Context: an optimization exercise on an open-source flow, tuned for small area, a short achievable clock period and few clock cycles per item. The choices shown serve that exercise and are no tape-out recipe. The RTL was checked by simulation tests, not by an equivalence proof against the original design. Power figures rest on the tool's default switching activity, not on a simulated workload.

==> flow/design.v (excerpt) <==
module ycv32 (
    input  wire        clk,
    input  wire        rst,           
    input  wire        cmd_valid,
    output wire        cmd_ready,
    input  wire [39:0] cmd_data,      
    output reg         rsp_valid,
    input  wire        rsp_ready,
    output wire [39:0] rsp_data       
);
Size in the first run: ~2,000 cells after synthesis, about 450 flip-flops, ~86 I/O pins.
Settings: LEC_CHECK=0, CAP_MARGIN=20, CORE_MARGIN=2, CORE_UTILIZATION=70, CTS_CLUSTER_DIAMETER=80, CTS_CLUSTER_SIZE=20, SETUP_SLACK_MARGIN=3.4, SLEW_MARGIN=20; clock period 6.0 ns.
run.sh (not shown) runs the stock make flow with config.mk's settings and CLKGATE_MAP_FILE= SYNTH_SCRIPT=/design/flow/synth_recipe.tcl, a recipe that flattens the netlist after the stock synthesis.
The starting point went through all stages and came out clean.
Testbench counts at the start, summed over its fixed seeds: cycles 24,718, items 24,267.
==> next run, changes <==
==> flow/flow/run.sh (new file) <==
#!/bin/bash
# The standard layout (the standard.sh: standard synthesis, then ORFS to
# finish), with one change: the buffers that global placement puts on every
# input and output port are sky130_fd_sc_hd__buf_4 cells instead of the
# delay-buffer cell buffer_ports picks on its own.
# make's full output goes to flow_make.log in the folder this runs in; each
# ORFS step also keeps its own log under orfs/logs/.
set -euo pipefail
bash standard.sh "BUFFER_PORTS_ARGS=-buffer_cell sky130_fd_sc_hd__buf_4" finish > flow_make.log 2>&1
==> flow/standard.sh (new file) <==
#!/bin/bash
# synth_recipe.tcl (not shown) runs the flow's synth.tcl, then flattens the netlist and writes it again
# the make line also repeats each setting of config.mk as NAME=value (left out here)
make -C /OpenROAD-flow-scripts/flow DESIGN_CONFIG=/design/flow/config.mk WORK_HOME=/design/flow/orfs CLKGATE_MAP_FILE= SYNTH_SCRIPT=/design/flow/synth_recipe.tcl "${@:-finish}"
Settings changed: SETUP_SLACK_MARGIN 3.4 to 3.5.
removed: flow/run.sh
=> Hold slack gets better by 0.047 ns. Total power went up by a few percent. Final area went up by a few percent. Worst setup slack gets worse by 0.094 ns. Cell count went up by a few percent. Core utilization went up by 1.9 points. Fmax went down by a few percent. Global-route usage went up by 1.4 points. Synthesized cell count does not change. Count of clock-buffer cells in the layout went down by 2. Non-clock buffer count went up by 54.

== lane 1 ==
ycv32, a different RTL version from the one above (not shown whole).
Size in the first run: ~2000 cells after synthesis, ~450 flip-flops, ~86 I/O pins, about 23000 um2 of cells after synthesis.
export LEC_CHECK = 0
export CAP_MARGIN = 20
export CORE_MARGIN = 2
export CORE_UTILIZATION = 55
export SETUP_SLACK_MARGIN = 3.4
export SLEW_MARGIN = 20
create_clock -name core_clock -period 6.0 [get_ports {clk}]
Stock flow here: none of the scripts above is used.
Lane 1 finished every step from synthesis to the final layout, and the layout passed the timing, design-rule and antenna checks.
Testbench counts of lane 1, summed over its fixed seeds: cycles 24,291, items 24,267.
## Diff of input files: lane 2 against lane 1
- changing CORE_UTILIZATION from 55 to 70
- setting CTS_CLUSTER_DIAMETER to 80 for the first time
- setting CTS_CLUSTER_SIZE to 20 for the first time
Comparing lane 1 against lane 2, there is no change at all in mean area per synthesized cell.
Area growth from synthesis to layout down 1.8 points in lane 2 wrt lane 1
[compare] base=lane 1 new=lane 2: detailed route wirelength on metal2 picked up an extra 350 um, area of the die lost 9000 um2, total power lost about 6%, placed instance area lost 0.74%.
Compare lane 2 and lane 1 | number of global-route vias before repair higher: lane 2
Lane 2: initial antenna violation count 2 above lane 1
Delta (lane 2 minus lane 1): met1 track demand over resource shows an increase of 12 points; core utilization shows an increase of 18 points; routed wire length shows an increase of 5.8%.

## old
Another version of the RTL of ycv32 (not shown whole).
Size: roughly 86 I/O pins, about 23000 sq um of cells after synthesis.
==> flow/config.mk <==
export PLATFORM = sky130hd
export DESIGN_NAME = ycv32
export DESIGN_NICKNAME = ycv32
export VERILOG_FILES = /design/flow/design.v
export SDC_FILE = /design/flow/constraint.sdc
export NUM_CORES = 4
export LEC_CHECK = 0
export CAP_MARGIN = 20
export CORE_MARGIN = 2
export CORE_UTILIZATION = 55
export CTS_CLUSTER_DIAMETER = 80
export CTS_CLUSTER_SIZE = 20
export SETUP_SLACK_MARGIN = 3.65
export SLEW_MARGIN = 20
==> flow/constraint.sdc <==
create_clock -name core_clock -period 6.0 [get_ports {clk}]
set_input_delay 1.2000 -clock core_clock [delete_from_list [all_inputs] [get_ports {clk}]]
set_output_delay 1.2000 -clock core_clock [all_outputs]
set_load 0.01 [all_outputs]
standard.sh (not shown) runs the stock make flow with config.mk's settings and CLKGATE_MAP_FILE= SYNTH_SCRIPT=/design/flow/synth_recipe.tcl, a recipe that flattens the netlist after the stock synthesis.
==> flow/flow/run.sh <==
#!/bin/bash
# The standard layout (the standard.sh: standard synthesis, then ORFS to
# finish), with one change: the buffers that global placement puts on every
# input and output port are sky130_fd_sc_hd__buf_2 cells instead of the
# delay-buffer cell buffer_ports picks on its own.
# make's full output goes to flow_make.log in the folder this runs in; each
# ORFS step also keeps its own log under orfs/logs/.
set -euo pipefail
bash standard.sh "BUFFER_PORTS_ARGS=-buffer_cell sky130_fd_sc_hd__buf_2" finish > flow_make.log 2>&1
Testbench counts of old, summed over its fixed seeds: cycles 24,718, items 24,267.
--- input diff old..new ---
Settings: SETUP_SLACK_MARGIN now 3.5, was 3.65.
==> flow/flow/run.sh <==
#!/bin/bash
# The standard layout (the standard.sh: standard synthesis, then ORFS to
# finish), with one change: the buffers that global placement puts on every
# input and output port are sky130_fd_sc_hd__buf_4 cells instead of the
# delay-buffer cell buffer_ports picks on its own.
# make's full output goes to flow_make.log in the folder this runs in; each
# ORFS step also keeps its own log under orfs/logs/.
set -euo pipefail
bash standard.sh "BUFFER_PORTS_ARGS=-buffer_cell sky130_fd_sc_hd__buf_4" finish > flow_make.log 2>&1
Findings:
- Both conditions hold for new: the flow ran to the end and the final layout passed the timing, design-rule and antenna checks.
- Against old, new reports a fraction of final layout cells with drive strength greater than 1 that is lower.
- new reports its origin of the worst setup path as sieve_en while old reports rdy.
- In the flow results for old and new, the power is smaller on new.
- Combined flip-flop and latch cell area: new vs old — no meaningful difference

==> static timing again, ports no longer ideal <==
The flow's constraints put no driver on any port. The routed layouts listed below were extracted and timed again, unchanged, in two steps.
Step 1, drivers: a clkbuf_16 drives clk and a buf_2 each remaining input, both assumed.
Step 2 also shifts input and output timing later by t, the mid clock arrival at the registers, as if the neighbouring blocks saw the same clock.
a / b / c = ideal ports / drivers / drivers and shift; a / b = the first two.
run | shift t [ns] | setup slack, ns | hold WS [ns] | worst setup path after step 2 | worst data-port slew with drivers (ns)
the first run of note 1 | 0.641 | 3.167 / 3.167 / 2.782 | 0.478 / 0.478 / 0.478 | input to register | 0.05
the second run of note 1 | 0.637 | 3.072 / 3.072 / 2.890 | 0.526 / 0.526 / 0.526 | input to register | 0.05
lane 1 | 0.655 | 3.093 / 3.093 / 2.864 | 0.516 / 0.516 / 0.516 | input to register | 0.05
lane 2 | 0.639 | 2.982 / 2.982 / 2.827 | 0.546 / 0.546 / 0.546 | input to register | 0.06
old | 0.675 | 3.569 / 3.510 / 3.104 | 0.494 / 0.494 / 0.494 | input to register | 0.04
new | 0.615 | 3.499 / 3.472 / 3.003 | 0.512 / 0.512 / 0.512 | input to register | 0.06
After both steps every run listed still meets setup and hold. The setup slack of new, which loses most, moves by -0.027 ns with the drivers and by -0.496 ns with both steps.
